From an optimization exercise on the open Yosys and OpenROAD flow, aimed at small area, a short achievable clock period and few clock cycles per item; shortcuts taken in it are not production practice. Where RTL was checked, it was by simulation tests only, not by an equivalence proof against the original. No functional check of the RTL was part of run 1. Power figures rest on the tool's default switching activity, not on a simulated workload.

## flow/design.v (module list and top-level ports; edited modules follow where they fit)
// module ate1_pixel_unit: 332 lines
// module ate1_mul: 732 lines
module ate1_pixel_unit (
    input  wire        clk,
    input  wire        rst,         
    input  wire        in_valid,
    output wire        in_ready,
    input  wire [3:0]  in_op,
    input  wire [63:0] in_d,
    input  wire [63:0] in_s,
    input  wire [16:0] in_t,
    output reg         out_valid,
    input  wire        out_ready,
    output reg  [63:0] out_p
);
  // ...
==> flow/flow/run.sh <==
#!/bin/bash
# Standard layout (bash standard.sh), with timing repair aiming at a
# tighter setup target than the 16 ns clock: repair_timing is asked to leave
# SETUP_SLACK_MARGIN ns of setup slack. The SDC is the design's, unchanged.
set -euo pipefail
export SETUP_SLACK_MARGIN=$(cat flow/setup_margin)
bash standard.sh > flow_make.log 2>&1
==> flow/flow/setup_margin <==
10.5
==> flow/standard.sh <==
#!/bin/bash
# synth_recipe.tcl (not shown) runs the flow's synth.tcl, then flattens the netlist and writes it again
# the make line also repeats each setting of config.mk as NAME=value (left out here)
make -C /OpenROAD-flow-scripts/flow DESIGN_CONFIG=/design/flow/config.mk WORK_HOME=/design/flow/orfs CLKGATE_MAP_FILE= SYNTH_SCRIPT=/design/flow/synth_recipe.tcl "${@:-finish}"
==> flow/config.mk <==
export PLATFORM = sky130hd
export DESIGN_NAME = ate1_pixel_unit
export DESIGN_NICKNAME = ate1_pixel_unit
export VERILOG_FILES = /design/flow/design.v
export SDC_FILE = /design/flow/constraint.sdc
export NUM_CORES = 8
export LEC_CHECK = 0
export CAP_MARGIN = 20
export CORE_MARGIN = 2
export CORE_UTILIZATION = 35
export SLEW_MARGIN = 20
==> flow/constraint.sdc <==
create_clock -name core_clock -period 16.0 [get_ports {clk}]
set_input_delay 3.2000 -clock core_clock [delete_from_list [all_inputs] [get_ports {clk}]]
set_output_delay 3.2000 -clock core_clock [all_outputs]
set_load 0.01 [all_outputs]
==> flow_summary.toml, run 1 <==
[logic_synthesis]
yosysTopAreaCell = "edfxtp_1"
syn_avg_cell_area_um2 = 9.80
synth.most_common_cell = "inv_1"
synth_top_family_by_area = "adder cells"
yosysSeqAreaShare_pct = 29.6
synth_nets = 9825
synthAdderAreaFrac_pct = 30.6
synthXorXnorAreaFrac_pct = 4.13

[floorplanning]
die_h_um = 484
core_mm2 = 0.229
die_w_um = 484
row_count = 176

[sta]
min_period_ns = 5.52
finalCritPeriodShare_pct = 34.5
hold_viol_final = 0

[cells_and_area]
seq_cells = 797
clkCellAreaFrac_pct = 3.77
reg.largest.list = "p1_s: 128 flops, p1_c: 124 flops, p2_h: 72 flops"
nMultiInputCombCells = 6005
drive_above_1_share_pct = 12.6
fin_util_pct = 41.2

[power_and_ir_drop]
pg_seq_uw = 3990
p_seq_share_pct = 19.2
p_switching_uw = 9870
leakage_uw = 0.0411

[critical_path]
rr_startpoint = "ir_d[60]$_DFFE_PP_"
crit_end = "p1_s[78]$_DFFE_PN_"

[clocking]
htreeDepth = 3
post-cts-setup-buffer-count = 106
clock_latency_ns = 0.80

[global_route]
grt_pass1_vias = 64200
grt_busiest_layer = "met2"
grt_start_max_net_pins = 154

[min_path]
hold_class = "reg -> reg"

[route]
wire_per_inst_um = 25.1
wl_met1_mm = 121

[job]
maxCapViolations = 0

[run_status]
outcome = "timing/DRC/antenna clean"
==> run 2: changes to the inputs <==
==> flow/design.v (replaced) <==
module ate1_pixel_unit (
    input  wire        clk,
    input  wire        rst,         
    input  wire        in_valid,
    output wire        in_ready,
    input  wire [3:0]  in_op,
    input  wire [63:0] in_d,
    input  wire [63:0] in_s,
    input  wire [16:0] in_t,
    output reg         out_valid,
    input  wire        out_ready,
    output reg  [63:0] out_p
);
    localparam OP_ADD      = 4'd0;
    localparam OP_SUB      = 4'd1;
    localparam OP_MULC     = 4'd2;
    localparam OP_MIN      = 4'd3;
    localparam OP_MAX      = 4'd4;
    localparam OP_SETALPHA = 4'd5;
    localparam OP_PREALPHA = 4'd6;
    localparam OP_OVER     = 4'd7;
    localparam OP_MULTIPLY = 4'd8;
    localparam OP_SCREEN   = 4'd9;
    localparam OP_DARKEN   = 4'd10;
    localparam OP_LIGHTEN  = 4'd11;
    localparam OP_LERP     = 4'd12;
    localparam OP_INIT32   = 4'd13;
    localparam OP_TLERP    = 4'd14;
    localparam OP_TSEL     = 4'd15;
    localparam CW = 28;
    localparam A_ONES = 0, A_DC = 1, A_NDC = 2, A_DA = 3, A_NDA = 4, A_S17 = 5,
               A_BYTE = 6, A_K = 7;                                   
    localparam B_SC = 8, B_SR = 9, B_SA = 10, B_NSA = 11, B_K = 12, B_NK = 13,
               B_AA = 14;                                
    localparam D_DC = 16, D_SC = 17, D_DCSC = 18, D_DA = 19, D_MIN = 20,
               D_MAX = 21;                                            
    localparam C_RND = 22, C_SUB = 23, C_ACC = 24, C_DL = 25, C_LIGHT = 26,
               C_WRAP = 27;                                           
    function [CW-1:0] decode;
        input [3:0] op;
        input [1:0] pass;
        input       alpha;
        input       t15;
        input       t16;
        reg [CW-1:0] w;
        begin
            w = {CW{1'b0}};
            w[C_RND] = 1'b1;
            case (op)
                OP_ADD:      begin w[A_ONES] = 1; w[B_SC] = 1; w[D_DC] = 1; end
                OP_SUB:      begin w[A_ONES] = 1; w[B_SC] = 1; w[D_DC] = 1; w[C_SUB] = 1; end
                OP_MULC:     begin w[A_DC] = 1; w[B_SC] = 1; end
                OP_MIN:      begin w[D_MIN] = 1; end
                OP_MAX:      begin w[D_MAX] = 1; end
                OP_SETALPHA: begin
                    if (alpha) begin w[A_ONES] = 1; w[B_SR] = 1; end
                    else       begin w[D_DC] = 1; end
                end
                OP_PREALPHA: begin
                    w[B_SR] = 1;
                    if (alpha) w[A_ONES] = 1; else w[A_DC] = 1;
                end
                OP_OVER:     begin w[A_DC] = 1; w[B_NSA] = 1; w[D_SC] = 1; end
                OP_MULTIPLY: begin
                    if (alpha) begin w[A_NDA] = 1; w[B_SA] = 1; w[D_DA] = 1; end
                    else case (pass)
                        2'd0:    begin w[A_DC] = 1; w[B_NSA] = 1; end
                        2'd1:    begin w[A_NDA] = 1; w[B_SC] = 1; w[C_ACC] = 1; end
                        default: begin w[A_DC] = 1; w[B_SC] = 1; w[C_ACC] = 1; end
                    endcase
                end
                OP_SCREEN:   begin w[A_NDC] = 1; w[B_SC] = 1; w[D_DC] = 1; end
                OP_DARKEN, OP_LIGHTEN: begin
                    if (alpha) begin w[A_NDA] = 1; w[B_SA] = 1; w[D_DA] = 1; end
                    else begin
                        w[D_DCSC] = 1; w[C_SUB] = 1;
                        if (pass == 2'd0) begin w[A_DA] = 1; w[B_SC] = 1; end
                        else begin
                            w[A_DC] = 1; w[B_SA] = 1; w[C_DL] = 1;
                            if (op == OP_LIGHTEN) w[C_LIGHT] = 1;
                        end
                    end
                end
                OP_LERP:     begin
                    if (t16) begin w[A_ONES] = 1; w[B_SC] = 1; end
                    else begin
                        w[A_S17] = 1; w[B_K] = 1; w[D_DC] = 1; w[C_RND] = 0; w[C_WRAP] = 1;
                    end
                end
                OP_INIT32:   begin
                    w[B_AA] = 1;
                    if (alpha) w[A_ONES] = 1; else w[A_BYTE] = 1;
                end
                OP_TLERP:    begin
                    if (pass == 2'd0) begin w[A_DC] = 1; w[B_NK] = 1; end
                    else begin w[A_K] = 1; w[B_SC] = 1; w[C_ACC] = 1; end
                end
                default:     begin    
                    if (t15) begin w[A_ONES] = 1; w[B_SC] = 1; end
                    else     begin w[D_DC] = 1; end
                end
            endcase
            decode = w;
        end
    endfunction
    function [1:0] last_pass;
        input [3:0] op;
        begin
            case (op)
                OP_MULTIPLY:                     last_pass = 2'd2;
                OP_DARKEN, OP_LIGHTEN, OP_TLERP: last_pass = 2'd1;
                default:                         last_pass = 2'd0;
            endcase
        end
    endfunction
    reg        ir_valid;
    reg        ir_last;
    reg [1:0]  ir_pass;
    reg [3:0]  ir_op;
    reg [63:0] ir_d;
    reg [67:0] ir_s;            
    reg [16:0] ir_t;
    reg [CW-1:0] ir_cw_rgb;
    reg [CW-1:0] ir_cw_a;
    reg        hold;            
    wire adv     = !hold;
    wire ir_free = !ir_valid || ir_last;
    assign in_ready = adv && ir_free;
    wire [1:0] nx_pass = ir_pass + 2'd1;
    wire [CW-1:0] cw_rgb_in  = decode(in_op, 2'd0, 1'b0, in_t[15], in_t[16]);
    wire [CW-1:0] cw_a_in    = decode(in_op, 2'd0, 1'b1, in_t[15], in_t[16]);
    wire [CW-1:0] cw_rgb_nx  = decode(ir_op, nx_pass, 1'b0, ir_t[15], ir_t[16]);
    wire [CW-1:0] cw_a_nx    = decode(ir_op, nx_pass, 1'b1, ir_t[15], ir_t[16]);
    wire in_lerp = (in_op == OP_LERP) && !in_t[16];
    reg  [67:0] s_in;
    reg  [16:0] df;
    integer c;
    always @(*) begin
        for (c = 0; c < 4; c = c + 1) begin
            df = {1'b0, in_s[16*c +: 16]} - {1'b0, in_d[16*c +: 16]};
            if (in_lerp)
                s_in[17*c +: 17] = df;
            else
                s_in[17*c +: 17] = {df[16], in_s[16*c +: 16]};
        end
    end
    always @(posedge clk) begin
        if (rst) begin
            ir_valid <= 1'b0;
        end else if (adv && ir_free) begin
            ir_valid <= in_valid;
        end
        if (adv) begin
            if (ir_free) begin
                ir_pass   <= 2'd0;
                ir_last   <= (last_pass(in_op) == 2'd0);
                ir_cw_rgb <= cw_rgb_in;
                ir_cw_a   <= cw_a_in;
            end else begin
                ir_pass   <= nx_pass;
                ir_last   <= (nx_pass == last_pass(ir_op));
                ir_cw_rgb <= cw_rgb_nx;
                ir_cw_a   <= cw_a_nx;
            end
        end
        if (in_ready) begin
            ir_op <= in_op;
            ir_d  <= in_d;
            ir_s  <= s_in;
            ir_t  <= in_t;
        end
    end
    wire [15:0] da = ir_d[63:48];
    wire [15:0] sa = ir_s[66:51];
    wire [15:0] sr = ir_s[15:0];
    wire [15:0] k  = ir_t[15:0];
    wire [15:0] aa = {ir_s[32:25], ir_s[32:25]};    
    reg          p1_valid, p1_last;
    reg  [127:0] p1_s, p1_c;
    reg  [67:0]  p1_add;
    reg  [23:0]  p1_ctl;         
    wire [127:0] x_s, x_c;
    wire [67:0]  x_add;
    genvar g;
    generate
        for (g = 0; g < 4; g = g + 1) begin : lane_x
            wire [CW-1:0] w  = (g == 3) ? ir_cw_a : ir_cw_rgb;
            wire [15:0] dc  = ir_d[16*g +: 16];
            wire [16:0] s17 = ir_s[17*g +: 17];
            wire [15:0] sc  = s17[15:0];
            wire [15:0] by;
            if (g == 0)      assign by = {ir_s[17+7:17+0], ir_s[17+7:17+0]};      
            else if (g == 1) assign by = {ir_s[15:8], ir_s[15:8]};                
            else if (g == 2) assign by = {ir_s[7:0], ir_s[7:0]};                  
            else             assign by = aa;
            wire        lt = !s17[16];       
            wire [16:0] av = {17{w[A_ONES]}} & 17'h0ffff
                           | {17{w[A_DC]}}   & {1'b0, dc}
                           | {17{w[A_NDC]}}  & {1'b0, ~dc}
                           | {17{w[A_DA]}}   & {1'b0, da}
                           | {17{w[A_NDA]}}  & {1'b0, ~da}
                           | {17{w[A_S17]}}  & s17
                           | {17{w[A_BYTE]}} & {1'b0, by}
                           | {17{w[A_K]}}    & {1'b0, k};
            wire [15:0] bv = {16{w[B_SC]}}  & sc
                           | {16{w[B_SR]}}  & sr
                           | {16{w[B_SA]}}  & sa
                           | {16{w[B_NSA]}} & ~sa
                           | {16{w[B_K]}}   & k
                           | {16{w[B_NK]}}  & ~k
                           | {16{w[B_AA]}}  & aa;
            wire [16:0] dv = {17{w[D_DC]}}   & {1'b0, dc}
                           | {17{w[D_SC]}}   & {1'b0, sc}
                           | {17{w[D_DCSC]}} & ({1'b0, dc} + {1'b0, sc})
                           | {17{w[D_DA]}}   & {1'b0, da}
                           | {17{w[D_MIN]}}  & {1'b0, lt ? dc : sc}
                           | {17{w[D_MAX]}}  & {1'b0, lt ? sc : dc};
            assign x_add[17*g +: 17] = dv;
            wire        rnd = w[C_RND];
            wire [31:0] ts, tc;
            wire pp0_0 = av[0] & bv[0];
            wire pp0_1 = av[0] & bv[1];
            wire pp0_2 = av[0] & bv[2];
            wire pp0_3 = av[0] & bv[3];
            wire pp0_4 = av[0] & bv[4];
            wire pp0_5 = av[0] & bv[5];
            wire pp0_6 = av[0] & bv[6];
            wire pp0_7 = av[0] & bv[7];
            wire pp0_8 = av[0] & bv[8];
            wire pp0_9 = av[0] & bv[9];
            wire pp0_10 = av[0] & bv[10];
            wire pp0_11 = av[0] & bv[11];
            wire pp0_12 = av[0] & bv[12];
            wire pp0_13 = av[0] & bv[13];
            wire pp0_14 = av[0] & bv[14];
            wire pp0_15 = av[0] & bv[15];
            wire pp1_0 = av[1] & bv[0];
            wire pp1_1 = av[1] & bv[1];
            wire pp1_2 = av[1] & bv[2];
            wire pp1_3 = av[1] & bv[3];
            wire pp1_4 = av[1] & bv[4];
            wire pp1_5 = av[1] & bv[5];
            wire pp1_6 = av[1] & bv[6];
            wire pp1_7 = av[1] & bv[7];
            wire pp1_8 = av[1] & bv[8];
            wire pp1_9 = av[1] & bv[9];
            wire pp1_10 = av[1] & bv[10];
            wire pp1_11 = av[1] & bv[11];
            wire pp1_12 = av[1] & bv[12];
            wire pp1_13 = av[1] & bv[13];
            wire pp1_14 = av[1] & bv[14];
            wire pp1_15 = av[1] & bv[15];
            wire pp2_0 = av[2] & bv[0];
            wire pp2_1 = av[2] & bv[1];
            wire pp2_2 = av[2] & bv[2];
            wire pp2_3 = av[2] & bv[3];
            wire pp2_4 = av[2] & bv[4];
            wire pp2_5 = av[2] & bv[5];
            wire pp2_6 = av[2] & bv[6];
            wire pp2_7 = av[2] & bv[7];
            wire pp2_8 = av[2] & bv[8];
            wire pp2_9 = av[2] & bv[9];
            wire pp2_10 = av[2] & bv[10];
            wire pp2_11 = av[2] & bv[11];
            wire pp2_12 = av[2] & bv[12];
            wire pp2_13 = av[2] & bv[13];
            wire pp2_14 = av[2] & bv[14];
            wire pp2_15 = av[2] & bv[15];
            wire pp3_0 = av[3] & bv[0];
            wire pp3_1 = av[3] & bv[1];
            wire pp3_2 = av[3] & bv[2];
            wire pp3_3 = av[3] & bv[3];
            wire pp3_4 = av[3] & bv[4];
            wire pp3_5 = av[3] & bv[5];
            wire pp3_6 = av[3] & bv[6];
            wire pp3_7 = av[3] & bv[7];
            wire pp3_8 = av[3] & bv[8];
            wire pp3_9 = av[3] & bv[9];
            wire pp3_10 = av[3] & bv[10];
            wire pp3_11 = av[3] & bv[11];
            wire pp3_12 = av[3] & bv[12];
            wire pp3_13 = av[3] & bv[13];
            wire pp3_14 = av[3] & bv[14];
            wire pp3_15 = av[3] & bv[15];
            wire pp4_0 = av[4] & bv[0];
            wire pp4_1 = av[4] & bv[1];
            wire pp4_2 = av[4] & bv[2];
            wire pp4_3 = av[4] & bv[3];
            wire pp4_4 = av[4] & bv[4];
            wire pp4_5 = av[4] & bv[5];
            wire pp4_6 = av[4] & bv[6];
            wire pp4_7 = av[4] & bv[7];
            wire pp4_8 = av[4] & bv[8];
            wire pp4_9 = av[4] & bv[9];
            wire pp4_10 = av[4] & bv[10];
            wire pp4_11 = av[4] & bv[11];
            wire pp4_12 = av[4] & bv[12];
            wire pp4_13 = av[4] & bv[13];
            wire pp4_14 = av[4] & bv[14];
            wire pp4_15 = av[4] & bv[15];
            wire pp5_0 = av[5] & bv[0];
            wire pp5_1 = av[5] & bv[1];
            wire pp5_2 = av[5] & bv[2];
            wire pp5_3 = av[5] & bv[3];
            wire pp5_4 = av[5] & bv[4];
            wire pp5_5 = av[5] & bv[5];
            wire pp5_6 = av[5] & bv[6];
            wire pp5_7 = av[5] & bv[7];
            wire pp5_8 = av[5] & bv[8];
            wire pp5_9 = av[5] & bv[9];
            wire pp5_10 = av[5] & bv[10];
            wire pp5_11 = av[5] & bv[11];
            wire pp5_12 = av[5] & bv[12];
            wire pp5_13 = av[5] & bv[13];
            wire pp5_14 = av[5] & bv[14];
            wire pp5_15 = av[5] & bv[15];
            wire pp6_0 = av[6] & bv[0];
            wire pp6_1 = av[6] & bv[1];
            wire pp6_2 = av[6] & bv[2];
            wire pp6_3 = av[6] & bv[3];
            wire pp6_4 = av[6] & bv[4];
            wire pp6_5 = av[6] & bv[5];
            wire pp6_6 = av[6] & bv[6];
            wire pp6_7 = av[6] & bv[7];
            wire pp6_8 = av[6] & bv[8];
            wire pp6_9 = av[6] & bv[9];
            wire pp6_10 = av[6] & bv[10];
            wire pp6_11 = av[6] & bv[11];
            wire pp6_12 = av[6] & bv[12];
            wire pp6_13 = av[6] & bv[13];
            wire pp6_14 = av[6] & bv[14];
            wire pp6_15 = av[6] & bv[15];
            wire pp7_0 = av[7] & bv[0];
            wire pp7_1 = av[7] & bv[1];
            wire pp7_2 = av[7] & bv[2];
            wire pp7_3 = av[7] & bv[3];
            wire pp7_4 = av[7] & bv[4];
            wire pp7_5 = av[7] & bv[5];
            wire pp7_6 = av[7] & bv[6];
            wire pp7_7 = av[7] & bv[7];
            wire pp7_8 = av[7] & bv[8];
            wire pp7_9 = av[7] & bv[9];
            wire pp7_10 = av[7] & bv[10];
            wire pp7_11 = av[7] & bv[11];
            wire pp7_12 = av[7] & bv[12];
            wire pp7_13 = av[7] & bv[13];
            wire pp7_14 = av[7] & bv[14];
            wire pp7_15 = av[7] & bv[15];
            wire pp8_0 = av[8] & bv[0];
            wire pp8_1 = av[8] & bv[1];
            wire pp8_2 = av[8] & bv[2];
            wire pp8_3 = av[8] & bv[3];
            wire pp8_4 = av[8] & bv[4];
            wire pp8_5 = av[8] & bv[5];
            wire pp8_6 = av[8] & bv[6];
            wire pp8_7 = av[8] & bv[7];
            wire pp8_8 = av[8] & bv[8];
            wire pp8_9 = av[8] & bv[9];
            wire pp8_10 = av[8] & bv[10];
            wire pp8_11 = av[8] & bv[11];
            wire pp8_12 = av[8] & bv[12];
            wire pp8_13 = av[8] & bv[13];
            wire pp8_14 = av[8] & bv[14];
            wire pp8_15 = av[8] & bv[15];
            wire pp9_0 = av[9] & bv[0];
            wire pp9_1 = av[9] & bv[1];
            wire pp9_2 = av[9] & bv[2];
            wire pp9_3 = av[9] & bv[3];
            wire pp9_4 = av[9] & bv[4];
            wire pp9_5 = av[9] & bv[5];
            wire pp9_6 = av[9] & bv[6];
            wire pp9_7 = av[9] & bv[7];
            wire pp9_8 = av[9] & bv[8];
            wire pp9_9 = av[9] & bv[9];
            wire pp9_10 = av[9] & bv[10];
            wire pp9_11 = av[9] & bv[11];
            wire pp9_12 = av[9] & bv[12];
            wire pp9_13 = av[9] & bv[13];
            wire pp9_14 = av[9] & bv[14];
            wire pp9_15 = av[9] & bv[15];
            wire pp10_0 = av[10] & bv[0];
            wire pp10_1 = av[10] & bv[1];
            wire pp10_2 = av[10] & bv[2];
            wire pp10_3 = av[10] & bv[3];
            wire pp10_4 = av[10] & bv[4];
            wire pp10_5 = av[10] & bv[5];
            wire pp10_6 = av[10] & bv[6];
            wire pp10_7 = av[10] & bv[7];
            wire pp10_8 = av[10] & bv[8];
            wire pp10_9 = av[10] & bv[9];
            wire pp10_10 = av[10] & bv[10];
            wire pp10_11 = av[10] & bv[11];
            wire pp10_12 = av[10] & bv[12];
            wire pp10_13 = av[10] & bv[13];
            wire pp10_14 = av[10] & bv[14];
            wire pp10_15 = av[10] & bv[15];
            wire pp11_0 = av[11] & bv[0];
            wire pp11_1 = av[11] & bv[1];
            wire pp11_2 = av[11] & bv[2];
            wire pp11_3 = av[11] & bv[3];
            wire pp11_4 = av[11] & bv[4];
            wire pp11_5 = av[11] & bv[5];
            wire pp11_6 = av[11] & bv[6];
            wire pp11_7 = av[11] & bv[7];
            wire pp11_8 = av[11] & bv[8];
            wire pp11_9 = av[11] & bv[9];
            wire pp11_10 = av[11] & bv[10];
            wire pp11_11 = av[11] & bv[11];
            wire pp11_12 = av[11] & bv[12];
            wire pp11_13 = av[11] & bv[13];
            wire pp11_14 = av[11] & bv[14];
            wire pp11_15 = av[11] & bv[15];
            wire pp12_0 = av[12] & bv[0];
            wire pp12_1 = av[12] & bv[1];
            wire pp12_2 = av[12] & bv[2];
            wire pp12_3 = av[12] & bv[3];
            wire pp12_4 = av[12] & bv[4];
            wire pp12_5 = av[12] & bv[5];
            wire pp12_6 = av[12] & bv[6];
            wire pp12_7 = av[12] & bv[7];
            wire pp12_8 = av[12] & bv[8];
            wire pp12_9 = av[12] & bv[9];
            wire pp12_10 = av[12] & bv[10];
            wire pp12_11 = av[12] & bv[11];
            wire pp12_12 = av[12] & bv[12];
            wire pp12_13 = av[12] & bv[13];
            wire pp12_14 = av[12] & bv[14];
            wire pp12_15 = av[12] & bv[15];
            wire pp13_0 = av[13] & bv[0];
            wire pp13_1 = av[13] & bv[1];
            wire pp13_2 = av[13] & bv[2];
            wire pp13_3 = av[13] & bv[3];
            wire pp13_4 = av[13] & bv[4];
            wire pp13_5 = av[13] & bv[5];
            wire pp13_6 = av[13] & bv[6];
            wire pp13_7 = av[13] & bv[7];
            wire pp13_8 = av[13] & bv[8];
            wire pp13_9 = av[13] & bv[9];
            wire pp13_10 = av[13] & bv[10];
            wire pp13_11 = av[13] & bv[11];
            wire pp13_12 = av[13] & bv[12];
            wire pp13_13 = av[13] & bv[13];
            wire pp13_14 = av[13] & bv[14];
            wire pp13_15 = av[13] & bv[15];
            wire pp14_0 = av[14] & bv[0];
            wire pp14_1 = av[14] & bv[1];
            wire pp14_2 = av[14] & bv[2];
            wire pp14_3 = av[14] & bv[3];
            wire pp14_4 = av[14] & bv[4];
            wire pp14_5 = av[14] & bv[5];
            wire pp14_6 = av[14] & bv[6];
            wire pp14_7 = av[14] & bv[7];
            wire pp14_8 = av[14] & bv[8];
            wire pp14_9 = av[14] & bv[9];
            wire pp14_10 = av[14] & bv[10];
            wire pp14_11 = av[14] & bv[11];
            wire pp14_12 = av[14] & bv[12];
            wire pp14_13 = av[14] & bv[13];
            wire pp14_14 = av[14] & bv[14];
            wire pp14_15 = av[14] & bv[15];
            wire pp15_0 = av[15] & bv[0];
            wire pp15_1 = av[15] & bv[1];
            wire pp15_2 = av[15] & bv[2];
            wire pp15_3 = av[15] & bv[3];
            wire pp15_4 = av[15] & bv[4];
            wire pp15_5 = av[15] & bv[5];
            wire pp15_6 = av[15] & bv[6];
            wire pp15_7 = av[15] & bv[7];
            wire pp15_8 = av[15] & bv[8];
            wire pp15_9 = av[15] & bv[9];
            wire pp15_10 = av[15] & bv[10];
            wire pp15_11 = av[15] & bv[11];
            wire pp15_12 = av[15] & bv[12];
            wire pp15_13 = av[15] & bv[13];
            wire pp15_14 = av[15] & bv[14];
            wire pp15_15 = av[15] & bv[15];
            wire ng0 = av[16] & ~bv[0];
            wire ng1 = av[16] & ~bv[1];
            wire ng2 = av[16] & ~bv[2];
            wire ng3 = av[16] & ~bv[3];
            wire ng4 = av[16] & ~bv[4];
            wire ng5 = av[16] & ~bv[5];
            wire ng6 = av[16] & ~bv[6];
            wire ng7 = av[16] & ~bv[7];
            wire ng8 = av[16] & ~bv[8];
            wire ng9 = av[16] & ~bv[9];
            wire ng10 = av[16] & ~bv[10];
            wire ng11 = av[16] & ~bv[11];
            wire ng12 = av[16] & ~bv[12];
            wire ng13 = av[16] & ~bv[13];
            wire ng14 = av[16] & ~bv[14];
            wire ng15 = av[16] & ~bv[15];
            wire t1 = pp0_13 ^ pp1_12;
            wire t2 = pp0_13 & pp1_12;
            wire t3, t4;
            ate1_fa ft3 (.a(pp0_14), .b(pp1_13), .c(pp2_12), .s(t3), .co(t4));
            wire t5 = pp3_11 ^ pp4_10;
            wire t6 = pp3_11 & pp4_10;
            wire t7, t8;
            ate1_fa ft7 (.a(pp0_15), .b(pp1_14), .c(pp2_13), .s(t7), .co(t8));
            wire t9, t10;
            ate1_fa ft9 (.a(pp3_12), .b(pp4_11), .c(pp5_10), .s(t9), .co(t10));
            wire t11, t12;
            ate1_fa ft11 (.a(pp6_9), .b(pp7_8), .c(pp8_7), .s(t11), .co(t12));
            wire t13, t14;
            ate1_fa ft13 (.a(pp1_15), .b(pp2_14), .c(pp3_13), .s(t13), .co(t14));
            wire t15, t16;
            ate1_fa ft15 (.a(pp4_12), .b(pp5_11), .c(pp6_10), .s(t15), .co(t16));
            wire t17, t18;
            ate1_fa ft17 (.a(pp7_9), .b(pp8_8), .c(pp9_7), .s(t17), .co(t18));
            wire t19 = pp10_6 ^ pp11_5;
            wire t20 = pp10_6 & pp11_5;
            wire t21, t22;
            ate1_fa ft21 (.a(pp2_15), .b(pp3_14), .c(pp4_13), .s(t21), .co(t22));
            wire t23, t24;
            ate1_fa ft23 (.a(pp5_12), .b(pp6_11), .c(pp7_10), .s(t23), .co(t24));
            wire t25, t26;
            ate1_fa ft25 (.a(pp8_9), .b(pp9_8), .c(pp10_7), .s(t25), .co(t26));
            wire t27, t28;
            ate1_fa ft27 (.a(pp3_15), .b(pp4_14), .c(pp5_13), .s(t27), .co(t28));
            wire t29, t30;
            ate1_fa ft29 (.a(pp6_12), .b(pp7_11), .c(pp8_10), .s(t29), .co(t30));
            wire t31, t32;
            ate1_fa ft31 (.a(pp4_15), .b(pp5_14), .c(pp6_13), .s(t31), .co(t32));
            wire t33 = pp0_9 ^ pp1_8;
            wire t34 = pp0_9 & pp1_8;
            wire t35, t36;
            ate1_fa ft35 (.a(pp0_10), .b(pp1_9), .c(pp2_8), .s(t35), .co(t36));
            wire t37 = pp3_7 ^ pp4_6;
            wire t38 = pp3_7 & pp4_6;
            wire t39, t40;
            ate1_fa ft39 (.a(pp0_11), .b(pp1_10), .c(pp2_9), .s(t39), .co(t40));
            wire t41, t42;
            ate1_fa ft41 (.a(pp3_8), .b(pp4_7), .c(pp5_6), .s(t41), .co(t42));
            wire t43 = pp6_5 ^ pp7_4;
            wire t44 = pp6_5 & pp7_4;
            wire t45, t46;
            ate1_fa ft45 (.a(pp0_12), .b(pp1_11), .c(pp2_10), .s(t45), .co(t46));
            wire t47, t48;
            ate1_fa ft47 (.a(pp3_9), .b(pp4_8), .c(pp5_7), .s(t47), .co(t48));
            wire t49, t50;
            ate1_fa ft49 (.a(pp6_6), .b(pp7_5), .c(pp8_4), .s(t49), .co(t50));
            wire t51 = pp9_3 ^ pp10_2;
            wire t52 = pp9_3 & pp10_2;
            wire t53, t54;
            ate1_fa ft53 (.a(pp2_11), .b(pp3_10), .c(pp4_9), .s(t53), .co(t54));
            wire t55, t56;
            ate1_fa ft55 (.a(pp5_8), .b(pp6_7), .c(pp7_6), .s(t55), .co(t56));
            wire t57, t58;
            ate1_fa ft57 (.a(pp8_5), .b(pp9_4), .c(pp10_3), .s(t57), .co(t58));
            wire t59, t60;
            ate1_fa ft59 (.a(pp11_2), .b(pp12_1), .c(pp13_0), .s(t59), .co(t60));
            wire t61, t62;
            ate1_fa ft61 (.a(pp5_9), .b(pp6_8), .c(pp7_7), .s(t61), .co(t62));
            wire t63, t64;
            ate1_fa ft63 (.a(pp8_6), .b(pp9_5), .c(pp10_4), .s(t63), .co(t64));
            wire t65, t66;
            ate1_fa ft65 (.a(pp11_3), .b(pp12_2), .c(pp13_1), .s(t65), .co(t66));
            wire t67, t68;
            ate1_fa ft67 (.a(pp14_0), .b(t3), .c(t5), .s(t67), .co(t68));
            wire t69, t70;
            ate1_fa ft69 (.a(pp9_6), .b(pp10_5), .c(pp11_4), .s(t69), .co(t70));
            wire t71, t72;
            ate1_fa ft71 (.a(pp12_3), .b(pp13_2), .c(pp14_1), .s(t71), .co(t72));
            wire t73, t74;
            ate1_fa ft73 (.a(pp15_0), .b(rnd), .c(t7), .s(t73), .co(t74));
            wire t75, t76;
            ate1_fa ft75 (.a(t9), .b(t11), .c(t4), .s(t75), .co(t76));
            wire t77, t78;
            ate1_fa ft77 (.a(pp12_4), .b(pp13_3), .c(pp14_2), .s(t77), .co(t78));
            wire t79, t80;
            ate1_fa ft79 (.a(pp15_1), .b(ng0), .c(av[16]), .s(t79), .co(t80));
            wire t81, t82;
            ate1_fa ft81 (.a(t13), .b(t15), .c(t17), .s(t81), .co(t82));
            wire t83, t84;
            ate1_fa ft83 (.a(t19), .b(t8), .c(t10), .s(t83), .co(t84));
            wire t85, t86;
            ate1_fa ft85 (.a(pp11_6), .b(pp12_5), .c(pp13_4), .s(t85), .co(t86));
            wire t87, t88;
            ate1_fa ft87 (.a(pp14_3), .b(pp15_2), .c(ng1), .s(t87), .co(t88));
            wire t89, t90;
            ate1_fa ft89 (.a(t21), .b(t23), .c(t25), .s(t89), .co(t90));
            wire t91, t92;
            ate1_fa ft91 (.a(t14), .b(t16), .c(t18), .s(t91), .co(t92));
            wire t93, t94;
            ate1_fa ft93 (.a(pp9_9), .b(pp10_8), .c(pp11_7), .s(t93), .co(t94));
            wire t95, t96;
            ate1_fa ft95 (.a(pp12_6), .b(pp13_5), .c(pp14_4), .s(t95), .co(t96));
            wire t97, t98;
            ate1_fa ft97 (.a(pp15_3), .b(ng2), .c(t27), .s(t97), .co(t98));
            wire t99, t100;
            ate1_fa ft99 (.a(t29), .b(t22), .c(t24), .s(t99), .co(t100));
            wire t101, t102;
            ate1_fa ft101 (.a(pp7_12), .b(pp8_11), .c(pp9_10), .s(t101), .co(t102));
            wire t103, t104;
            ate1_fa ft103 (.a(pp10_9), .b(pp11_8), .c(pp12_7), .s(t103), .co(t104));
            wire t105, t106;
            ate1_fa ft105 (.a(pp13_6), .b(pp14_5), .c(pp15_4), .s(t105), .co(t106));
            wire t107, t108;
            ate1_fa ft107 (.a(ng3), .b(t31), .c(t28), .s(t107), .co(t108));
            wire t109, t110;
            ate1_fa ft109 (.a(pp5_15), .b(pp6_14), .c(pp7_13), .s(t109), .co(t110));
            wire t111, t112;
            ate1_fa ft111 (.a(pp8_12), .b(pp9_11), .c(pp10_10), .s(t111), .co(t112));
            wire t113, t114;
            ate1_fa ft113 (.a(pp11_9), .b(pp12_8), .c(pp13_7), .s(t113), .co(t114));
            wire t115, t116;
            ate1_fa ft115 (.a(pp14_6), .b(pp15_5), .c(ng4), .s(t115), .co(t116));
            wire t117, t118;
            ate1_fa ft117 (.a(pp6_15), .b(pp7_14), .c(pp8_13), .s(t117), .co(t118));
            wire t119, t120;
            ate1_fa ft119 (.a(pp9_12), .b(pp10_11), .c(pp11_10), .s(t119), .co(t120));
            wire t121, t122;
            ate1_fa ft121 (.a(pp12_9), .b(pp13_8), .c(pp14_7), .s(t121), .co(t122));
            wire t123, t124;
            ate1_fa ft123 (.a(pp7_15), .b(pp8_14), .c(pp9_13), .s(t123), .co(t124));
            wire t125, t126;
            ate1_fa ft125 (.a(pp10_12), .b(pp11_11), .c(pp12_10), .s(t125), .co(t126));
            wire t127, t128;
            ate1_fa ft127 (.a(pp8_15), .b(pp9_14), .c(pp10_13), .s(t127), .co(t128));
            wire t129 = pp0_6 ^ pp1_5;
            wire t130 = pp0_6 & pp1_5;
            wire t131, t132;
            ate1_fa ft131 (.a(pp0_7), .b(pp1_6), .c(pp2_5), .s(t131), .co(t132));
            wire t133 = pp3_4 ^ pp4_3;
            wire t134 = pp3_4 & pp4_3;
            wire t135, t136;
            ate1_fa ft135 (.a(pp0_8), .b(pp1_7), .c(pp2_6), .s(t135), .co(t136));
            wire t137, t138;
            ate1_fa ft137 (.a(pp3_5), .b(pp4_4), .c(pp5_3), .s(t137), .co(t138));
            wire t139 = pp6_2 ^ pp7_1;
            wire t140 = pp6_2 & pp7_1;
            wire t141, t142;
            ate1_fa ft141 (.a(pp2_7), .b(pp3_6), .c(pp4_5), .s(t141), .co(t142));
            wire t143, t144;
            ate1_fa ft143 (.a(pp5_4), .b(pp6_3), .c(pp7_2), .s(t143), .co(t144));
            wire t145, t146;
            ate1_fa ft145 (.a(pp8_1), .b(pp9_0), .c(t33), .s(t145), .co(t146));
            wire t147, t148;
            ate1_fa ft147 (.a(pp5_5), .b(pp6_4), .c(pp7_3), .s(t147), .co(t148));
            wire t149, t150;
            ate1_fa ft149 (.a(pp8_2), .b(pp9_1), .c(pp10_0), .s(t149), .co(t150));
            wire t151, t152;
            ate1_fa ft151 (.a(t35), .b(t37), .c(t34), .s(t151), .co(t152));
            wire t153, t154;
            ate1_fa ft153 (.a(pp8_3), .b(pp9_2), .c(pp10_1), .s(t153), .co(t154));
            wire t155, t156;
            ate1_fa ft155 (.a(pp11_0), .b(t39), .c(t41), .s(t155), .co(t156));
            wire t157, t158;
            ate1_fa ft157 (.a(t43), .b(t36), .c(t38), .s(t157), .co(t158));
            wire t159, t160;
            ate1_fa ft159 (.a(pp11_1), .b(pp12_0), .c(t45), .s(t159), .co(t160));
            wire t161, t162;
            ate1_fa ft161 (.a(t47), .b(t49), .c(t51), .s(t161), .co(t162));
            wire t163, t164;
            ate1_fa ft163 (.a(t40), .b(t42), .c(t44), .s(t163), .co(t164));
            wire t165, t166;
            ate1_fa ft165 (.a(t1), .b(t53), .c(t55), .s(t165), .co(t166));
            wire t167, t168;
            ate1_fa ft167 (.a(t57), .b(t59), .c(t46), .s(t167), .co(t168));
            wire t169, t170;
            ate1_fa ft169 (.a(t48), .b(t50), .c(t52), .s(t169), .co(t170));
            wire t171, t172;
            ate1_fa ft171 (.a(t2), .b(t61), .c(t63), .s(t171), .co(t172));
            wire t173, t174;
            ate1_fa ft173 (.a(t65), .b(t67), .c(t54), .s(t173), .co(t174));
            wire t175, t176;
            ate1_fa ft175 (.a(t56), .b(t58), .c(t60), .s(t175), .co(t176));
            wire t177, t178;
            ate1_fa ft177 (.a(t6), .b(t69), .c(t71), .s(t177), .co(t178));
            wire t179, t180;
            ate1_fa ft179 (.a(t73), .b(t75), .c(t62), .s(t179), .co(t180));
            wire t181, t182;
            ate1_fa ft181 (.a(t64), .b(t66), .c(t68), .s(t181), .co(t182));
            wire t183, t184;
            ate1_fa ft183 (.a(t12), .b(t77), .c(t79), .s(t183), .co(t184));
            wire t185, t186;
            ate1_fa ft185 (.a(t81), .b(t83), .c(t70), .s(t185), .co(t186));
            wire t187, t188;
            ate1_fa ft187 (.a(t72), .b(t74), .c(t76), .s(t187), .co(t188));
            wire t189, t190;
            ate1_fa ft189 (.a(t20), .b(t85), .c(t87), .s(t189), .co(t190));
            wire t191, t192;
            ate1_fa ft191 (.a(t89), .b(t91), .c(t78), .s(t191), .co(t192));
            wire t193, t194;
            ate1_fa ft193 (.a(t80), .b(t82), .c(t84), .s(t193), .co(t194));
            wire t195, t196;
            ate1_fa ft195 (.a(t26), .b(t93), .c(t95), .s(t195), .co(t196));
            wire t197, t198;
            ate1_fa ft197 (.a(t97), .b(t99), .c(t86), .s(t197), .co(t198));
            wire t199, t200;
            ate1_fa ft199 (.a(t88), .b(t90), .c(t92), .s(t199), .co(t200));
            wire t201, t202;
            ate1_fa ft201 (.a(t30), .b(t101), .c(t103), .s(t201), .co(t202));
            wire t203, t204;
            ate1_fa ft203 (.a(t105), .b(t107), .c(t94), .s(t203), .co(t204));
            wire t205, t206;
            ate1_fa ft205 (.a(t96), .b(t98), .c(t100), .s(t205), .co(t206));
            wire t207, t208;
            ate1_fa ft207 (.a(t32), .b(t109), .c(t111), .s(t207), .co(t208));
            wire t209, t210;
            ate1_fa ft209 (.a(t113), .b(t115), .c(t102), .s(t209), .co(t210));
            wire t211, t212;
            ate1_fa ft211 (.a(t104), .b(t106), .c(t108), .s(t211), .co(t212));
            wire t213, t214;
            ate1_fa ft213 (.a(pp15_6), .b(ng5), .c(t117), .s(t213), .co(t214));
            wire t215, t216;
            ate1_fa ft215 (.a(t119), .b(t121), .c(t110), .s(t215), .co(t216));
            wire t217, t218;
            ate1_fa ft217 (.a(t112), .b(t114), .c(t116), .s(t217), .co(t218));
            wire t219, t220;
            ate1_fa ft219 (.a(pp13_9), .b(pp14_8), .c(pp15_7), .s(t219), .co(t220));
            wire t221, t222;
            ate1_fa ft221 (.a(ng6), .b(t123), .c(t125), .s(t221), .co(t222));
            wire t223, t224;
            ate1_fa ft223 (.a(t118), .b(t120), .c(t122), .s(t223), .co(t224));
            wire t225, t226;
            ate1_fa ft225 (.a(pp11_12), .b(pp12_11), .c(pp13_10), .s(t225), .co(t226));
            wire t227, t228;
            ate1_fa ft227 (.a(pp14_9), .b(pp15_8), .c(ng7), .s(t227), .co(t228));
            wire t229, t230;
            ate1_fa ft229 (.a(t127), .b(t124), .c(t126), .s(t229), .co(t230));
            wire t231, t232;
            ate1_fa ft231 (.a(pp9_15), .b(pp10_14), .c(pp11_13), .s(t231), .co(t232));
            wire t233, t234;
            ate1_fa ft233 (.a(pp12_12), .b(pp13_11), .c(pp14_10), .s(t233), .co(t234));
            wire t235, t236;
            ate1_fa ft235 (.a(pp15_9), .b(ng8), .c(t128), .s(t235), .co(t236));
            wire t237, t238;
            ate1_fa ft237 (.a(pp10_15), .b(pp11_14), .c(pp12_13), .s(t237), .co(t238));
            wire t239, t240;
            ate1_fa ft239 (.a(pp13_12), .b(pp14_11), .c(pp15_10), .s(t239), .co(t240));
            wire t241, t242;
            ate1_fa ft241 (.a(pp11_15), .b(pp12_14), .c(pp13_13), .s(t241), .co(t242));
            wire t243 = pp0_4 ^ pp1_3;
            wire t244 = pp0_4 & pp1_3;
            wire t245, t246;
            ate1_fa ft245 (.a(pp0_5), .b(pp1_4), .c(pp2_3), .s(t245), .co(t246));
            wire t247 = pp3_2 ^ pp4_1;
            wire t248 = pp3_2 & pp4_1;
            wire t249, t250;
            ate1_fa ft249 (.a(pp2_4), .b(pp3_3), .c(pp4_2), .s(t249), .co(t250));
            wire t251, t252;
            ate1_fa ft251 (.a(pp5_1), .b(pp6_0), .c(t129), .s(t251), .co(t252));
            wire t253, t254;
            ate1_fa ft253 (.a(pp5_2), .b(pp6_1), .c(pp7_0), .s(t253), .co(t254));
            wire t255, t256;
            ate1_fa ft255 (.a(t131), .b(t133), .c(t130), .s(t255), .co(t256));
            wire t257, t258;
            ate1_fa ft257 (.a(pp8_0), .b(t135), .c(t137), .s(t257), .co(t258));
            wire t259, t260;
            ate1_fa ft259 (.a(t139), .b(t132), .c(t134), .s(t259), .co(t260));
            wire t261, t262;
            ate1_fa ft261 (.a(t141), .b(t143), .c(t145), .s(t261), .co(t262));
            wire t263, t264;
            ate1_fa ft263 (.a(t136), .b(t138), .c(t140), .s(t263), .co(t264));
            wire t265, t266;
            ate1_fa ft265 (.a(t147), .b(t149), .c(t151), .s(t265), .co(t266));
            wire t267, t268;
            ate1_fa ft267 (.a(t142), .b(t144), .c(t146), .s(t267), .co(t268));
            wire t269, t270;
            ate1_fa ft269 (.a(t153), .b(t155), .c(t157), .s(t269), .co(t270));
            wire t271, t272;
            ate1_fa ft271 (.a(t148), .b(t150), .c(t152), .s(t271), .co(t272));
            wire t273, t274;
            ate1_fa ft273 (.a(t159), .b(t161), .c(t163), .s(t273), .co(t274));
            wire t275, t276;
            ate1_fa ft275 (.a(t154), .b(t156), .c(t158), .s(t275), .co(t276));
            wire t277, t278;
            ate1_fa ft277 (.a(t165), .b(t167), .c(t169), .s(t277), .co(t278));
            wire t279, t280;
            ate1_fa ft279 (.a(t160), .b(t162), .c(t164), .s(t279), .co(t280));
            wire t281, t282;
            ate1_fa ft281 (.a(t171), .b(t173), .c(t175), .s(t281), .co(t282));
            wire t283, t284;
            ate1_fa ft283 (.a(t166), .b(t168), .c(t170), .s(t283), .co(t284));
            wire t285, t286;
            ate1_fa ft285 (.a(t177), .b(t179), .c(t181), .s(t285), .co(t286));
            wire t287, t288;
            ate1_fa ft287 (.a(t172), .b(t174), .c(t176), .s(t287), .co(t288));
            wire t289, t290;
            ate1_fa ft289 (.a(t183), .b(t185), .c(t187), .s(t289), .co(t290));
            wire t291, t292;
            ate1_fa ft291 (.a(t178), .b(t180), .c(t182), .s(t291), .co(t292));
            wire t293, t294;
            ate1_fa ft293 (.a(t189), .b(t191), .c(t193), .s(t293), .co(t294));
            wire t295, t296;
            ate1_fa ft295 (.a(t184), .b(t186), .c(t188), .s(t295), .co(t296));
            wire t297, t298;
            ate1_fa ft297 (.a(t195), .b(t197), .c(t199), .s(t297), .co(t298));
            wire t299, t300;
            ate1_fa ft299 (.a(t190), .b(t192), .c(t194), .s(t299), .co(t300));
            wire t301, t302;
            ate1_fa ft301 (.a(t201), .b(t203), .c(t205), .s(t301), .co(t302));
            wire t303, t304;
            ate1_fa ft303 (.a(t196), .b(t198), .c(t200), .s(t303), .co(t304));
            wire t305, t306;
            ate1_fa ft305 (.a(t207), .b(t209), .c(t211), .s(t305), .co(t306));
            wire t307, t308;
            ate1_fa ft307 (.a(t202), .b(t204), .c(t206), .s(t307), .co(t308));
            wire t309, t310;
            ate1_fa ft309 (.a(t213), .b(t215), .c(t217), .s(t309), .co(t310));
            wire t311, t312;
            ate1_fa ft311 (.a(t208), .b(t210), .c(t212), .s(t311), .co(t312));
            wire t313, t314;
            ate1_fa ft313 (.a(t219), .b(t221), .c(t223), .s(t313), .co(t314));
            wire t315, t316;
            ate1_fa ft315 (.a(t214), .b(t216), .c(t218), .s(t315), .co(t316));
            wire t317, t318;
            ate1_fa ft317 (.a(t225), .b(t227), .c(t229), .s(t317), .co(t318));
            wire t319, t320;
            ate1_fa ft319 (.a(t220), .b(t222), .c(t224), .s(t319), .co(t320));
            wire t321, t322;
            ate1_fa ft321 (.a(t231), .b(t233), .c(t235), .s(t321), .co(t322));
            wire t323, t324;
            ate1_fa ft323 (.a(t226), .b(t228), .c(t230), .s(t323), .co(t324));
            wire t325, t326;
            ate1_fa ft325 (.a(ng9), .b(t237), .c(t239), .s(t325), .co(t326));
            wire t327, t328;
            ate1_fa ft327 (.a(t232), .b(t234), .c(t236), .s(t327), .co(t328));
            wire t329, t330;
            ate1_fa ft329 (.a(pp14_12), .b(pp15_11), .c(ng10), .s(t329), .co(t330));
            wire t331, t332;
            ate1_fa ft331 (.a(t241), .b(t238), .c(t240), .s(t331), .co(t332));
            wire t333, t334;
            ate1_fa ft333 (.a(pp12_15), .b(pp13_14), .c(pp14_13), .s(t333), .co(t334));
            wire t335, t336;
            ate1_fa ft335 (.a(pp15_12), .b(ng11), .c(t242), .s(t335), .co(t336));
            wire t337, t338;
            ate1_fa ft337 (.a(pp13_15), .b(pp14_14), .c(pp15_13), .s(t337), .co(t338));
            wire t339 = pp0_3 ^ pp1_2;
            wire t340 = pp0_3 & pp1_2;
            wire t341, t342;
            ate1_fa ft341 (.a(pp2_2), .b(pp3_1), .c(pp4_0), .s(t341), .co(t342));
            wire t343, t344;
            ate1_fa ft343 (.a(pp5_0), .b(t245), .c(t247), .s(t343), .co(t344));
            wire t345, t346;
            ate1_fa ft345 (.a(t249), .b(t251), .c(t246), .s(t345), .co(t346));
            wire t347, t348;
            ate1_fa ft347 (.a(t253), .b(t255), .c(t250), .s(t347), .co(t348));
            wire t349, t350;
            ate1_fa ft349 (.a(t257), .b(t259), .c(t254), .s(t349), .co(t350));
            wire t351, t352;
            ate1_fa ft351 (.a(t261), .b(t263), .c(t258), .s(t351), .co(t352));
            wire t353, t354;
            ate1_fa ft353 (.a(t265), .b(t267), .c(t262), .s(t353), .co(t354));
            wire t355, t356;
            ate1_fa ft355 (.a(t269), .b(t271), .c(t266), .s(t355), .co(t356));
            wire t357, t358;
            ate1_fa ft357 (.a(t273), .b(t275), .c(t270), .s(t357), .co(t358));
            wire t359, t360;
            ate1_fa ft359 (.a(t277), .b(t279), .c(t274), .s(t359), .co(t360));
            wire t361, t362;
            ate1_fa ft361 (.a(t281), .b(t283), .c(t278), .s(t361), .co(t362));
            wire t363, t364;
            ate1_fa ft363 (.a(t285), .b(t287), .c(t282), .s(t363), .co(t364));
            wire t365, t366;
            ate1_fa ft365 (.a(t289), .b(t291), .c(t286), .s(t365), .co(t366));
            wire t367, t368;
            ate1_fa ft367 (.a(t293), .b(t295), .c(t290), .s(t367), .co(t368));
            wire t369, t370;
            ate1_fa ft369 (.a(t297), .b(t299), .c(t294), .s(t369), .co(t370));
            wire t371, t372;
            ate1_fa ft371 (.a(t301), .b(t303), .c(t298), .s(t371), .co(t372));
            wire t373, t374;
            ate1_fa ft373 (.a(t305), .b(t307), .c(t302), .s(t373), .co(t374));
            wire t375, t376;
            ate1_fa ft375 (.a(t309), .b(t311), .c(t306), .s(t375), .co(t376));
            wire t377, t378;
            ate1_fa ft377 (.a(t313), .b(t315), .c(t310), .s(t377), .co(t378));
            wire t379, t380;
            ate1_fa ft379 (.a(t317), .b(t319), .c(t314), .s(t379), .co(t380));
            wire t381, t382;
            ate1_fa ft381 (.a(t321), .b(t323), .c(t318), .s(t381), .co(t382));
            wire t383, t384;
            ate1_fa ft383 (.a(t325), .b(t327), .c(t322), .s(t383), .co(t384));
            wire t385, t386;
            ate1_fa ft385 (.a(t329), .b(t331), .c(t326), .s(t385), .co(t386));
            wire t387, t388;
            ate1_fa ft387 (.a(t333), .b(t335), .c(t330), .s(t387), .co(t388));
            wire t389, t390;
            ate1_fa ft389 (.a(ng12), .b(t337), .c(t334), .s(t389), .co(t390));
            wire t391, t392;
            ate1_fa ft391 (.a(pp14_15), .b(pp15_14), .c(ng13), .s(t391), .co(t392));
            wire t393 = pp0_2 ^ pp1_1;
            wire t394 = pp0_2 & pp1_1;
            wire t395, t396;
            ate1_fa ft395 (.a(pp2_1), .b(pp3_0), .c(t339), .s(t395), .co(t396));
            wire t397, t398;
            ate1_fa ft397 (.a(t243), .b(t341), .c(t340), .s(t397), .co(t398));
            wire t399, t400;
            ate1_fa ft399 (.a(t244), .b(t343), .c(t342), .s(t399), .co(t400));
            wire t401, t402;
            ate1_fa ft401 (.a(t248), .b(t345), .c(t344), .s(t401), .co(t402));
            wire t403, t404;
            ate1_fa ft403 (.a(t252), .b(t347), .c(t346), .s(t403), .co(t404));
            wire t405, t406;
            ate1_fa ft405 (.a(t256), .b(t349), .c(t348), .s(t405), .co(t406));
            wire t407, t408;
            ate1_fa ft407 (.a(t260), .b(t351), .c(t350), .s(t407), .co(t408));
            wire t409, t410;
            ate1_fa ft409 (.a(t264), .b(t353), .c(t352), .s(t409), .co(t410));
            wire t411, t412;
            ate1_fa ft411 (.a(t268), .b(t355), .c(t354), .s(t411), .co(t412));
            wire t413, t414;
            ate1_fa ft413 (.a(t272), .b(t357), .c(t356), .s(t413), .co(t414));
            wire t415, t416;
            ate1_fa ft415 (.a(t276), .b(t359), .c(t358), .s(t415), .co(t416));
            wire t417, t418;
            ate1_fa ft417 (.a(t280), .b(t361), .c(t360), .s(t417), .co(t418));
            wire t419, t420;
            ate1_fa ft419 (.a(t284), .b(t363), .c(t362), .s(t419), .co(t420));
            wire t421, t422;
            ate1_fa ft421 (.a(t288), .b(t365), .c(t364), .s(t421), .co(t422));
            wire t423, t424;
            ate1_fa ft423 (.a(t292), .b(t367), .c(t366), .s(t423), .co(t424));
            wire t425, t426;
            ate1_fa ft425 (.a(t296), .b(t369), .c(t368), .s(t425), .co(t426));
            wire t427, t428;
            ate1_fa ft427 (.a(t300), .b(t371), .c(t370), .s(t427), .co(t428));
            wire t429, t430;
            ate1_fa ft429 (.a(t304), .b(t373), .c(t372), .s(t429), .co(t430));
            wire t431, t432;
            ate1_fa ft431 (.a(t308), .b(t375), .c(t374), .s(t431), .co(t432));
            wire t433, t434;
            ate1_fa ft433 (.a(t312), .b(t377), .c(t376), .s(t433), .co(t434));
            wire t435, t436;
            ate1_fa ft435 (.a(t316), .b(t379), .c(t378), .s(t435), .co(t436));
            wire t437, t438;
            ate1_fa ft437 (.a(t320), .b(t381), .c(t380), .s(t437), .co(t438));
            wire t439, t440;
            ate1_fa ft439 (.a(t324), .b(t383), .c(t382), .s(t439), .co(t440));
            wire t441, t442;
            ate1_fa ft441 (.a(t328), .b(t385), .c(t384), .s(t441), .co(t442));
            wire t443, t444;
            ate1_fa ft443 (.a(t332), .b(t387), .c(t386), .s(t443), .co(t444));
            wire t445, t446;
            ate1_fa ft445 (.a(t336), .b(t389), .c(t388), .s(t445), .co(t446));
            wire t447, t448;
            ate1_fa ft447 (.a(t338), .b(t391), .c(t390), .s(t447), .co(t448));
            wire t449, t450;
            ate1_fa ft449 (.a(pp15_15), .b(ng14), .c(t392), .s(t449), .co(t450));
            assign ts = {ng15, t449, t447, t445, t443, t441, t439, t437, t435, t433, t431, t429, t427, t425, t423, t421, t419, t417, t415, t413, t411, t409, t407, t405, t403, t401, t399, t397, t395, pp2_0, pp0_1, pp0_0};
            assign tc = {t450, t448, t446, t444, t442, t440, t438, t436, t434, t432, t430, t428, t426, t424, t422, t420, t418, t416, t414, t412, t410, t408, t406, t404, t402, t400, t398, t396, t394, t393, pp1_0, 1'b0};
            assign x_s[32*g +: 32] = ts;
            assign x_c[32*g +: 32] = tc;
        end
    endgenerate
    always @(posedge clk) begin
        if (rst) begin
            p1_valid <= 1'b0;
        end else if (adv) begin
            p1_valid <= ir_valid;
        end
        if (adv) begin
            p1_last <= ir_last;
            p1_s    <= x_s;
            p1_c    <= x_c;
            p1_add  <= x_add;
            p1_ctl  <= {ir_cw_a[C_WRAP:C_RND], ir_cw_rgb[C_WRAP:C_RND],
                        ir_cw_rgb[C_WRAP:C_RND], ir_cw_rgb[C_WRAP:C_RND]};
        end
    end
    reg         p2_valid, p2_last;
    reg  [71:0] p2_h;            
    reg  [7:0]  p2_cs;           
    reg  [67:0] p2_add;
    reg  [7:0]  p2_ctl;          
    reg  [31:0] y1_x;
    reg  [16:0] y1_lo;
    reg  [71:0] y1_h;
    reg  [7:0]  y1_cs;
    reg  [5:0]  ct;
    reg  [15:0] xh;
    reg         cy, gt, pick1;
    reg  [17:0] h0;
    reg  [1:0]  cs0;
    always @(*) begin
        for (c = 0; c < 4; c = c + 1) begin
            ct    = p1_ctl[6*c +: 6];    
            h0    = p2_h[18*c +: 18];
            cs0   = p2_cs[2*c +: 2];
            y1_x  = p1_s[32*c +: 32] + p1_c[32*c +: 32];
            xh    = y1_x[31:16];
            y1_lo = {1'b0, y1_x[15:0]} + {1'b0, xh};
            cy    = ct[0] & y1_lo[16];
            gt    = (xh > h0[15:0]) || (xh == h0[15:0] && cy && !cs0[0]);
            pick1 = ct[4] ? !gt : gt;
            if (ct[2]) begin
                y1_h[18*c +: 18] = h0 + {2'b00, xh};
                y1_cs[2*c +: 2]  = cs0 + {1'b0, cy};
            end else if (ct[3] && !pick1) begin
                y1_h[18*c +: 18] = h0;
                y1_cs[2*c +: 2]  = cs0;
            end else begin
                y1_h[18*c +: 18] = {2'b00, xh};
                y1_cs[2*c +: 2]  = {1'b0, cy};
            end
        end
    end
    always @(posedge clk) begin
        if (rst) begin
            p2_valid <= 1'b0;
        end else if (adv) begin
            p2_valid <= p1_valid;
        end
        if (adv) begin
            p2_last <= p1_last;
            p2_h    <= y1_h;
            p2_cs   <= y1_cs;
            p2_add  <= p1_add;
            for (c = 0; c < 4; c = c + 1)
                p2_ctl[2*c +: 2] <= {p1_ctl[6*c+5], p1_ctl[6*c+1]};
        end
    end
    reg  [63:0] y2_r;
    reg  [18:0] sv, hv;
    reg  [16:0] ae;
    reg         ci, sb;
    reg  [1:0]  cq;
    always @(*) begin
        for (c = 0; c < 4; c = c + 1) begin
            sb = p2_ctl[2*c];
            cq = p2_cs[2*c +: 2];
            ae = p2_add[17*c +: 17] | {15'd0, cq[1], 1'b0};
            hv = sb ? ~{1'b0, p2_h[18*c +: 18]} : {1'b0, p2_h[18*c +: 18]};
            ci = sb ? !cq[0] : cq[0];
            sv = {2'b00, ae} + hv + {18'd0, ci};
            if (p2_ctl[2*c+1])
                y2_r[16*c +: 16] = sv[15:0];
            else
                y2_r[16*c +: 16] = sv[18] ? 16'd0 : (|sv[17:16]) ? 16'hffff : sv[15:0];
        end
    end
    reg  [63:0] park;
    wire y_done   = p2_valid && p2_last && adv;
    wire out_free = !out_valid || out_ready;
    always @(posedge clk) begin
        if (rst) begin
            out_valid <= 1'b0;
            hold      <= 1'b0;
        end else begin
            if (hold) begin
                if (out_ready) hold <= 1'b0;
            end else if (y_done && !out_free) begin
                hold <= 1'b1;
            end
            if (hold || y_done)
                out_valid <= 1'b1;
            else if (out_ready)
                out_valid <= 1'b0;
        end
        if (hold) begin
            if (out_ready) out_p <= park;
        end else if (y_done && out_free) begin
            out_p <= y2_r;
        end
        if (!hold) park <= y2_r;
    end
endmodule
module ate1_fa (
    input  wire a,
    input  wire b,
    input  wire c,
    output wire s,
    output wire co
);
    assign s  = a ^ b ^ c;
    assign co = (a & b) | (a & c) | (b & c);
endmodule
==> flow/flow/run.sh (replaced) <==
#!/bin/bash
# Standard layout (bash standard.sh) with two changes to how it is made:
# - timing repair aims to leave flow/setup_margin ns of setup slack, so it
#   works towards a shorter period than the 16 ns clock (the SDC is unchanged);
# - the port buffers that buffer_ports inserts are buf_2 cells.
# The make output goes to flow_make.log; ORFS's own logs are under orfs/logs.
set -euo pipefail
export SETUP_SLACK_MARGIN=$(cat flow/setup_margin)
export BUFFER_PORTS_ARGS="-buffer_cell sky130_fd_sc_hd__buf_2"
bash standard.sh > flow_make.log 2>&1
==> flow/flow/setup_margin (replaced) <==
11.0
==> flow/config.mk (replaced) <==
export PLATFORM = sky130hd
export DESIGN_NAME = ate1_pixel_unit
export DESIGN_NICKNAME = ate1_pixel_unit
export VERILOG_FILES = /design/flow/design.v
export SDC_FILE = /design/flow/constraint.sdc
export NUM_CORES = 8
export LEC_CHECK = 0
export CAP_MARGIN = 20
export CORE_MARGIN = 2
export CORE_UTILIZATION = 35
export CTS_CLUSTER_DIAMETER = 200
export CTS_CLUSTER_SIZE = 20
export SLEW_MARGIN = 20
export SYNTH_HIERARCHICAL = 1
==> flow_summary.toml, run 2 <==
[run_status]
outcome = "timing/DRC/antenna clean"

[placement]
numPortBuffers = 218
gp_congestion = 0.926
dp_hpwl_mm = 177

[sta]
hold_viol_final = 0
finalMaxSlewViolations = 0
min_period_ns = 5.30
fmax_mhz = 189
rsz0062_at_grt = "yes"
setup_tns_ns = 0
tightest_slew_ns = 1.19
fin_skew_ns = 0.0664
setup_viol = 0
finalCritPeriodShare_pct = 33.1
relSlewSlack_pct = 20.8

[clocking]
clkSlewWorstSetupHoldPaths_ns = 0.10
hold_buffers = 0
clkSinkCount = 797
clock_latency_ns = 0.72
cts_tree = "done"
root_buffer = "clkbuf_16"
cts_buffers = 46
cts_buffer_depth = 3
htreeDepth = 2

[logic_synthesis]
yosysSeqAreaShare_pct = 32.3
async_flop_share_pct = 0
ys_warn_count = 7
syn_avg_cell_area_um2 = 10.7
synth.most_common_cell = "nor2_1"
synth_flop_cell = "edfxtp_1"
synth_edf_count = 792
ys_types = 95
syn_inst = 6925
synth_top_cell_area_share_pct = 32.1
syn_area_mm2 = 0.0740
yosys-top-cells-count = "1308 x nor2_1, 867 x fa_1, 792 x edfxtp_1"
synth_seq_cells = 797
synth_nets = 8470
yosysTopAreaCell = "edfxtp_1"
synthTopCellsByArea = "edfxtp_1 32%, fa_1 23%, ha_1 8.9%"

[cells_and_area]
final_cell_mix = "1262 x nor2_1, 792 x edfxtp_1, 771 x fa_1, 479 x ha_1, 458 x buf_4"
reg.largest.list = "p1_s: 128 flops, p1_c: 124 flops, p2_h: 72 flops"
layout_commonest_cell = "nor2_1"
regMostFlops = "p1_s"
drive_above_1_share_pct = 21.6
fillers = 19800
nNetsFinal = 9099
syn_to_final_growth_pct = 20.3
largest_register_ffs = 128

[power_and_ir_drop]
ir_drop_v = 0.000126
total_power_uw = 18100
p_per_area_mw_per_mm2 = 203
leakage_uw = 0.0391

[route]
dr.pass1.iters = 8
drtIter0Drc = 5546
route.detailed.drc = 0
drt_wl_total_mm = 248
vias = 58100
wire_per_inst_um = 23.9
drtAntennaViolNets = 0
vias_per_cell = 5.59

[min_path]
hold_depth = 0
hold_class = "reg -> reg"

[global_route]
grt_pass1_vias = 58400
grt-ovfl-total = 0
grt_pass1_wl_mm = 363
antenna_found_initial = 17
grt_use_total_pct = 22.1
grt_start_max_net_pins = 154

[floorplanning]
die_w_um = 464
start_util_pct = 35.3
die_h_um = 464
row_count = 168
io_pins = 219
fp.dieArea_mm2 = 0.215
core_mm2 = 0.210

[critical_path]
max_stage_delay_ns = 0.39
crit_top_cell = "a21o_1"
slowest_stage = "edfxtp_1"
critPathKind = "reg -> reg"
path_delay_family = "compound AO/OA/AOI/OAI gates"
cp.buffers_inverters = 1
crit_required_ns = 16.43
path_max_fanout = 4
arrival_ns = 5.73
crit_path_end_kind = "flip-flop"
startpoint_type = "flip-flop"
crit_path_cell_trace = "ha_1 > nor2b_1 > o21a_1 > o21ai_2 > a211oi_2 > o21a_1 > o31a_1 > o21a_1 > a311oi_2 > xnor2_2 > ha_1 > a21o_1 > a21o_1 > a21o_1 > a21o_1 > a21o_1 > a21o_1 > a21o_1 > a211oi_2 > a211o_1 > xor2_4 > a21oi_4 > buf_6"
r2r_cells = 23
cp_num_cells = 23

[job]
maxCapViolations = 0
[run 2: changes by cell type after synthesis, moves of 31 or more]
cell      before   now
nand4_1       68    28
a21o_1       175   107
nand2b_1     111    60
and4_1        44     2
nand2_1      811   318
ha_1         588   525
clkbuf_1     306   275
inv_1       1071   333
o21ai_0      269   229
mux2i_1      128    69
or2_2         67    15
nor2_1       913  1308
[run 2: worst reg2reg max path, cell delays in order, from the launching register on]
cell	delay, ns
edfxtp_1	0.39
ha_1	0.35
nor2b_1	0.15
o21a_1	0.19
o21ai_2	0.19
a211oi_2	0.10
o21a_1	0.22
o31a_1	0.28
o21a_1	0.22
a311oi_2	0.33
xnor2_2	0.17
ha_1	0.27
a21o_1	0.16
a21o_1	0.17
a21o_1	0.18
a21o_1	0.18
a21o_1	0.18
a21o_1	0.18
a21o_1	0.18
a211oi_2	0.18
a211o_1	0.20
xor2_4	0.11
a21oi_4	0.25
buf_6	0.15
[run 2: repair_timing]
action / CTS / global route
resized for setup: 381 / 415
cloned: 9 / 10
endpoints found under the setup margin: 330 / 272
pin swaps: 251 / 327
buffers inserted: 396 / 114
[run 2: Yosys stat by module, one instance, submodules excluded]
module | area, µm² | flip-flops and latches | cells inside
ate1_fa | 20.0 | 0 | 1
ate1_pixel_unit | 57100 | 797 | 6081
[run 2: routing by layer]
layer	routed length, µm	global-route usage (%)	share of wire [%]	vias to the layer above
met1	96200	27.5	39	29100
met5	116	0	0.047	-
li1	-	-	-	25400
met2	109000	33.9	44	2865
met3	27200	7.43	11	702
met4	15600	12.1	6.3	16
[run 2: final timing paths]
check,from,to,slack [ns]
max,p1_s[35]$_DFFE_PN_,p2_h[33]$_DFFE_PP_,10.70
min,p1_add[12]$_DFFE_PN_,p2_add[12]$_DFFE_PN_,0.38
max reg2reg,p1_s[35]$_DFFE_PN_,p2_h[33]$_DFFE_PP_,10.70
min reg2reg,p1_add[12]$_DFFE_PN_,p2_add[12]$_DFFE_PN_,0.38
[run 2: where the power goes]
group	total, µW	switching [µW]	internal [µW]
sequential	3820	349	3470
combinational	13000	7090	5880
clock	1320	761	554
[run 2: metrics by stage]
step	setup slack (ns)	utilization, %	area (µm²)	std cells	hold slack (ns)
2_1_floorplan	9.94	-	75200	6925	0.400
3_3_place_gp	9.41	37.9	79600	9781	0.402
3_5_place_dp	9.48	37.9	79600	9782	0.405
4_1_cts	10.77	41.0	86100	10200	0.389
5_1_grt	10.51	42.4	89000	10400	0.398
6_report	10.70	42.4	89000	10400	0.381
[run 2: cell type report]
class,instances,area [µm²],area share [%]
well taps,2805,3510,3.95
inverters,335,1270,1.43
repair buffers,869,7430,8.35
clock inverters,6,82.6,0.0928
multi-input cells,5505,51500,57.9
diodes,14,35.0,0.0394
clock buffers,55,1210,1.36
flip-flops and latches,797,23900,26.8
[run 2: kinds of logic after synthesis]
logic type,share of synthesized area (%)
multiplexers,2.87
buffers and inverters,3.22
flip-flops,32.3
AND/OR/NAND/NOR,13.2
adder cells (fa/ha/maj),32.4
AO/OA/AOI/OAI,11.6
XOR/XNOR,4.48
Testbench counts of run 2, summed over its fixed seeds: cycles 42,153, items 32,000.

## static timing again, ports no longer ideal
In the flow no input, the clock included, has a driving cell. The finished layouts below were timed again as built, in two steps.
Step 1 (the two cells are an assumption about what drives the block):
set clk [get_ports {clk}]
set_driving_cell -lib_cell sky130_fd_sc_hd__clkbuf_16 $clk
set_driving_cell -lib_cell sky130_fd_sc_hd__buf_2 [delete_from_list [all_inputs] $clk]
Step 2, shift: input delay + t, output delay - t, t = (earliest + latest rising clock arrival at the registers) / 2. This alone moves slack from input paths to output paths.
Three values: no drivers, after step 1, after step 2; two values: the first two.
run	shift t [ns]	setup slack, ns	clock arrival spread, ns	worst data-port slew with drivers (ns)
run 1	0.874	10.480 / 10.480 / 9.756	0.056 / 0.056	0.07
run 2	0.779	10.704 / 10.704 / 10.250	0.069 / 0.069	0.37
After both steps setup and hold are still met in every run listed. For run 1, which loses most, drivers alone change the setup slack by 0.000 ns; drivers and shift together by -0.724 ns.
